Background: an optimization exercise with open tools, aiming at small area, a short achievable clock period and few clock cycles. Do not read the settings as production practice.
Function was checked by simulation only, so behaviour that the tests miss may differ from the original.
Power and IR drop assume default switching activity.

==> run B: inputs <==
==> flow/design.v (excerpt) <==
module framing_core #(
    parameter CAP = 32
) (
    input  wire        clk,
    input  wire        rst,           
    input  wire        cmd_valid,
    input  wire [15:0] cmd_data,
    output wire        cmd_ready,
    output reg         resp_valid,
    output reg  [9:0]  resp_data,     
    output reg         ev_valid,
    output reg  [2:0]  ev_kind,       
    output reg  [23:0] ev_arg,
    input  wire        wait_done,
    input  wire        rx_valid,
    input  wire [7:0]  rx_data,
    input  wire        rx_last,
    input  wire        rx_empty,
    output wire        rx_ready
);
make LEC_CHECK=0 ABC_AREA=1 CAP_MARGIN=20 CORE_MARGIN=2 CORE_UTILIZATION=40 SETUP_SLACK_MARGIN=5.0 SLEW_MARGIN=20 finish   # period 8.0 ns
run.sh (not shown) runs the stock make flow with config.mk's settings and CLKGATE_MAP_FILE= SYNTH_SCRIPT=/design/flow/synth_recipe.tcl, a recipe that flattens the netlist after the stock synthesis.
==> run F (differences from run B) <==
--- a/flow/design.v
+++ b/flow/design.v
@@ -18,13 +18,19 @@
 ) (
     input  wire       clk,
     input  wire       rst,
     input  wire       clr,         
     input  wire       wr,          
     input  wire [7:0] wr_byte,
+    input  wire       b_start,     
+    input  wire       b_end,       
+    input  wire       b_big,       
+    input  wire       b_small,     
     output wire       acc,         
+    output wire       done_nx,     
+    output wire       err_nx,      
     input  wire       rd_next,     
     output reg  [7:0] rd_data,     
     output reg        rd_ok,       
     output reg  [4:0] rem,         
     output wire       open,
     output reg  [1:0] err,
@@ -39,19 +45,17 @@
     reg [4:0] left;
     reg [7:0] crc;
     reg [4:0] rp;
     assign open = p_len | p_body | p_term;
     wire [7:0] crc_nx;
     fc_crc8_step u_step (.acc_in(p_len ? 8'h00 : crc), .data(wr_byte), .acc_out(crc_nx));
-    wire b_start = (wr_byte == START);
-    wire b_end   = (wr_byte == END_);
-    wire b_big   = (wr_byte > CAP);
-    wire b_small = (wr_byte < 8'd4);
     wire t_short = (total == 6'd2);
     wire t_ok    = b_end && !t_short && (crc == 8'h00);
     assign acc = wr && ((p_idle && b_start) || (p_len && !b_big) || p_body || (p_term && t_ok));
+    assign done_nx = done_ok || (wr && p_term && t_ok);
+    assign err_nx  = (err != 2'd0) || (wr && p_len && b_big) || (wr && p_term && !t_ok);
     integer k;
     always @(posedge clk) begin
         for (k = 0; k < NB; k = k + 1)
             if (wr && p_body && total == k + 2)
                 buf_q[k] <= wr_byte;
     end
@@ -60,17 +64,14 @@
             p_idle  <= 1'b1;
             p_len   <= 1'b0;
             p_body  <= 1'b0;
             p_term  <= 1'b0;
             err     <= 2'd0;
             total   <= 6'd0;
-            left    <= 5'd0;
-            crc     <= 8'h00;
             done_ok <= 1'b0;
             rd_ok   <= 1'b0;
-            rem     <= 5'd0;
         end else begin
             if (wr && p_idle && b_start) begin
                 p_idle <= 1'b0;
                 p_len  <= 1'b1;
                 total  <= 6'd1;
             end
@@ -192,35 +193,34 @@
         8'h47: dop[O_REQ_AVAIL]   = c_z;
         8'h48: dop[O_REQ_READ]    = c_z;
         default: ;
         endcase
     end
     reg           rdy;        
-    reg           rdy_o;      
     reg           cv;         
     reg [NOP-1:0] op;         
     reg [7:0]     imm8;
-    assign cmd_ready = rdy_o;
+    reg           i_start, i_end, i_big, i_small;    
+    assign cmd_ready = rdy;
     wire take = cmd_valid && rdy;
     reg  rbusy;               
     wire ex = cv && !rbusy;
     wire [NOP-1:0] x = rbusy ? {NOP{1'b0}} : op;
     reg  [7:0] crc_acc;
     wire [7:0] crc_nx;
-    fc_crc8_step u_crc (.acc_in(op[O_CRC_CALC] ? 8'h00 : crc_acc), .data(imm8), .acc_out(crc_nx));
+    wire [7:0] crc_src = op[O_ENC_WRITE] ? ecrc : op[O_CRC_CALC] ? 8'h00 : crc_acc;
+    fc_crc8_step u_crc (.acc_in(crc_src), .data(imm8), .acc_out(crc_nx));
     reg [7:0] enc_buf [2:NB+1];
     reg       eopen;
     reg       eok;                             
     reg [5:0] en;
     reg [5:0] erem;
     reg       erdok;                           
     reg [5:0] ep;
     reg [7:0] epf;
     reg [7:0] ecrc;
-    wire [7:0] ecrc_nx;
-    fc_crc8_step u_ecrc (.acc_in(ecrc), .data(imm8), .acc_out(ecrc_nx));
     wire [7:0] klen =
         (en == 6'd4) ? 8'h61 :
         (en == 6'd5) ? 8'hff :
         (en == 6'd6) ? 8'hd1 :
         (en == 6'd7) ? 8'h86 :
         (en == 6'd8) ? 8'h3e :
@@ -263,13 +263,15 @@
     wire [7:0] dec_rd_data;
     wire [4:0] dec_rem;
     wire [1:0] dec_err;
     wire [5:0] dec_total;
     fc_dec #(.CAP(CAP)) u_dec (
         .clk(clk), .rst(rst), .clr(x[O_DEC_RESET]),
-        .wr(x[O_DEC_WRITE]), .wr_byte(imm8), .acc(dec_acc),
+        .wr(x[O_DEC_WRITE]), .wr_byte(imm8),
+        .b_start(i_start), .b_end(i_end), .b_big(i_big), .b_small(i_small),
+        .acc(dec_acc), .done_nx(), .err_nx(),
         .rd_next(x[O_DEC_READ] && dec_rd_ok), .rd_data(dec_rd_data), .rd_ok(dec_rd_ok),
         .rem(dec_rem), .open(dec_open), .err(dec_err), .total(dec_total),
         .done_ok(dec_done_ok)
     );
     reg [7:0]  req_addr, req_resplen, req_maxatt, req_left;
     reg        maxatt_nz;
@@ -279,27 +281,30 @@
     reg [23:0] wacc;            
     reg [2:0]  aph;             
     reg        acy;
     reg       s_trig;           
     reg       s_wdone;          
     reg       s_rx;             
-    reg       eval;             
+    reg       last_att;         
     reg        bw, bl, be;      
     reg [7:0]  bd;
+    reg        b_start, b_end, b_big, b_small;    
     assign rx_ready = 1'b1;
     reg        rdec_clr_ev;
     wire       rx_ok = (req_status == 3'd1);     
-    wire       rdec_acc, rdec_rd_ok, rdec_open, rdec_done_ok;
+    wire       rdec_acc, rdec_rd_ok, rdec_open, rdec_done_ok, rdec_done_nx, rdec_err_nx;
     wire [7:0] rdec_rd_data;
     wire [4:0] rdec_rem;
     wire [1:0] rdec_err;
     wire [5:0] rdec_total;
     wire       rq_rd_ok = rx_ok && rdec_rd_ok;
     fc_dec #(.CAP(CAP)) u_rdec (
         .clk(clk), .rst(rst), .clr(x[O_REQ_START] || rdec_clr_ev),
-        .wr(bw), .wr_byte(bd), .acc(rdec_acc),
+        .wr(bw), .wr_byte(bd),
+        .b_start(b_start), .b_end(b_end), .b_big(b_big), .b_small(b_small),
+        .acc(rdec_acc), .done_nx(rdec_done_nx), .err_nx(rdec_err_nx),
         .rd_next(x[O_REQ_READ] && rq_rd_ok), .rd_data(rdec_rd_data), .rd_ok(rdec_rd_ok),
         .rem(rdec_rem), .open(rdec_open), .err(rdec_err), .total(rdec_total),
         .done_ok(rdec_done_ok)
     );
     wire r_f =
         x[O_CRC_RESET] | x[O_CRC_CALC] | x[O_CRC_UPDATE] | x[O_CRC_READ] |
@@ -325,19 +330,19 @@
         ({8{x[O_REQ_STATUS]}} & {5'd0, req_status}) |
         ({8{x[O_REQ_AVAIL] & rx_ok}} & {3'b000, rdec_rem}) |
         ({8{x[O_REQ_READ] & rq_rd_ok}} & rdec_rd_data) |
         ({8{x[O_REQ_START]}} & 8'h04);    
     wire r_ill = ~|op;
     wire start_req = x[O_REQ_START] && maxatt_nz;
-    wire eval_fin  = rdec_done_ok || (req_left == 8'd1);
+    wire eval_fin  = rdec_done_nx || last_att;
     reg  busy_nx;
     always @(*) begin
         busy_nx = rbusy;
         if (start_req)
             busy_nx = 1'b1;
-        if (eval && eval_fin)
+        if (bl && eval_fin)
             busy_nx = 1'b0;
         if (be)
             busy_nx = 1'b0;
     end
     wire cv_nx = take || (cv && !ex);
     integer k;
@@ -347,32 +352,38 @@
                 enc_buf[k] <= imm8;
     end
     always @(posedge clk) begin
         resp_valid  <= 1'b0;
         ev_valid    <= 1'b0;
         rdec_clr_ev <= 1'b0;
+        bw <= rx_valid && s_rx && !rx_empty && !rst;
+        bl <= rx_valid && s_rx && rx_last && !rx_empty && !rst;
+        be <= rx_valid && s_rx && rx_empty && !rst;
+        bd <= rx_data;
+        b_start <= (rx_data == START);
+        b_end   <= (rx_data == END_);
+        b_big   <= (rx_data > CAP);
+        b_small <= (rx_data < 8'd4);
         resp_data   <= {r_ill, r_f, r_d};
         ev_kind     <= EV_POLL;
         ev_arg      <= {8'd0, req_addr, req_resplen};
-        bw <= rx_valid && s_rx && !rx_empty;
-        bl <= rx_valid && s_rx && rx_last && !rx_empty;
-        be <= rx_valid && s_rx && rx_empty;
-        bd <= rx_data;
         if (rdy) begin
-            op   <= cmd_valid ? dop : {NOP{1'b0}};
-            imm8 <= cmd_data[7:0];
+            op      <= cmd_valid ? dop : {NOP{1'b0}};
+            imm8    <= cmd_data[7:0];
+            i_start <= (cmd_data[7:0] == START);
+            i_end   <= (cmd_data[7:0] == END_);
+            i_big   <= (cmd_data[7:0] > CAP);
+            i_small <= (cmd_data[7:0] < 8'd4);
         end
         if (rst) begin
             rdy        <= 1'b1;
-            rdy_o      <= 1'b1;
             cv         <= 1'b0;
             rbusy      <= 1'b0;
             s_trig     <= 1'b0;
             s_wdone    <= 1'b0;
             s_rx       <= 1'b0;
-            eval       <= 1'b0;
             crc_acc    <= 8'h00;
             eopen      <= 1'b1;
             eok        <= 1'b1;
             en         <= 6'd4;
             erdok      <= 1'b0;
             ecrc       <= 8'h00;
@@ -380,18 +391,14 @@
             req_resplen <= 8'd0;
             req_delay  <= 16'd0;
             req_maxatt <= 8'd0;
             maxatt_nz  <= 1'b0;
             req_status <= 3'd0;
             aph        <= 3'd0;
-            bw         <= 1'b0;
-            bl         <= 1'b0;
-            be         <= 1'b0;
         end else begin
             rdy   <= !(cv_nx && busy_nx);
-            rdy_o <= !(cv_nx && busy_nx);
             cv    <= cv_nx;
             rbusy <= busy_nx;
             case (aph)
             3'd1: begin {acy, wacc[5:0]}   <= {1'b0, wacc[5:0]}   + {1'b0, req_delay[5:0]};  aph <= 3'd2; end
             3'd2: begin {acy, wacc[11:6]}  <= {1'b0, wacc[11:6]}  + {1'b0, req_delay[11:6]} + {6'd0, acy}; aph <= 3'd3; end
             3'd3: begin {acy, wacc[17:12]} <= {1'b0, wacc[17:12]} + {3'b000, req_delay[15:12]} + {6'd0, acy}; aph <= 3'd4; end
@@ -411,13 +418,13 @@
                 erdok <= 1'b0;
                 ecrc  <= 8'h00;
             end
             if (e_wr) begin
                 en   <= en + 6'd1;
                 eok  <= (en != CAP - 1);
-                ecrc <= ecrc_nx;
+                ecrc <= crc_nx;
             end
             if (e_end) begin
                 eopen <= 1'b0;
                 eok   <= 1'b0;
                 erem  <= en;
                 erdok <= 1'b1;
@@ -438,12 +445,13 @@
             if (x[O_REQ_ATT]) begin
                 req_maxatt <= imm8;
                 maxatt_nz  <= (imm8 != 8'd0);
             end
             if (x[O_REQ_START]) begin
                 req_left   <= req_maxatt;
+                last_att   <= (req_maxatt == 8'd1);
                 wacc       <= {8'd0, req_delay};
                 aph        <= 3'd0;
                 req_status <= maxatt_nz ? 3'd0 : 3'd4;
             end
             if (start_req) begin
                 ev_valid <= 1'b1;
@@ -481,30 +489,27 @@
                 req_status <= 3'd2;
                 resp_valid <= 1'b1;
                 resp_data  <= {1'b0, 1'b0, 8'h02};
                 s_rx       <= 1'b0;
             end
             if (bl) begin
-                eval <= 1'b1;
                 s_rx <= 1'b0;
-            end
-            if (eval) begin
-                eval <= 1'b0;
-                if (rdec_done_ok) begin
+                if (rdec_done_nx) begin
                     req_status <= 3'd1;
                     resp_valid <= 1'b1;
                     resp_data  <= {1'b0, 1'b1, 8'h01};
                 end else begin
                     req_left <= req_left - 8'd1;
-                    if (rdec_err != 2'd0)
+                    last_att <= (req_left == 8'd2);
+                    if (rdec_err_nx)
                         rdec_clr_ev <= 1'b1;
-                    if (req_left == 8'd1) begin
-                        req_status <= (rdec_err != 2'd0) ? 3'd3 : 3'd4;
+                    if (last_att) begin
+                        req_status <= rdec_err_nx ? 3'd3 : 3'd4;
                         resp_valid <= 1'b1;
-                        resp_data  <= {1'b0, 1'b0, (rdec_err != 2'd0) ? 8'h03 : 8'h04};
-                    end else if (rdec_err != 2'd0) begin
+                        resp_data  <= {1'b0, 1'b0, rdec_err_nx ? 8'h03 : 8'h04};
+                    end else if (rdec_err_nx) begin
                         ev_valid <= 1'b1;
                         ev_kind  <= EV_TXBEGIN;
                         ev_arg   <= {16'd0, req_addr};
                         trig_i   <= 3'd1;
                         s_trig   <= 1'b1;
                     end else begin
==> flow/flow/run.sh (new file) <==
#!/bin/bash
set -euo pipefail
bash standard.sh SETUP_SLACK_MARGIN=5.3 finish > standard.log 2>&1
==> flow/standard.sh (new file) <==
#!/bin/bash
# synth_recipe.tcl (not shown) runs the flow's synth.tcl, then flattens the netlist and writes it again
# the make line also repeats each setting of config.mk as NAME=value (left out here)
make -C /OpenROAD-flow-scripts/flow DESIGN_CONFIG=/design/flow/config.mk WORK_HOME=/design/flow/orfs CLKGATE_MAP_FILE= SYNTH_SCRIPT=/design/flow/synth_recipe.tcl "${@:-finish}"
- CTS_CLUSTER_DIAMETER: default -> 90
- CTS_CLUSTER_SIZE: default -> 26
- SETUP_SLACK_MARGIN: 5.0 -> default
removed: flow/run.sh
==> summary of the runs <==
- Run B finished with timing, DRC and antenna clean. Run F went through all stages and came out clean.
- Setup slack: run B is lower than run F (0.16 ns).
- Of run B and run F, run F has the higher sequential cell count (gap 8).
- In run F the total power is smaller than in run B, by about 18%.
- First-iteration DRC count: run F is lower than run B (about 4%).
Testbench counts of run B, summed over its fixed seeds: cycles 21,164.
Testbench counts of run F, summed over its fixed seeds: cycles 21,000.

[static timing again, ports no longer ideal]
How much do the figures lean on ideal ports? The routed layouts below were timed once more, with nothing changed but the port constraints. Step 1 sets driving cells, clkbuf_16 on the clock port and buf_2 on the other inputs (assumed; they add their load-dependent delay and slew). Step 2 times the ports against the registers' clock, not the clock port: input delays grow and output delays shrink by t, the midpoint of the rising clock arrivals with the driver on. Three values: no drivers, after step 1, after step 2; two values: the first two.
| run | shift t [ns] | slack for setup (ns) | worst hold slack (ns) | worst register clock-pin slew, ns |
|---|---|---|---|---|
| run B | 0.728 | 5.032 / 4.961 / 4.432 | 0.459 / 0.459 / 0.459 | 0.07 / 0.07 |
| run F | 0.703 | 5.191 / 5.130 / 4.669 | 0.460 / 0.460 / 0.460 | 0.11 / 0.11 |
After both steps every run listed still meets setup and hold. For run B, which loses most, drivers alone change the setup slack by -0.071 ns; drivers and shift together by -0.600 ns.
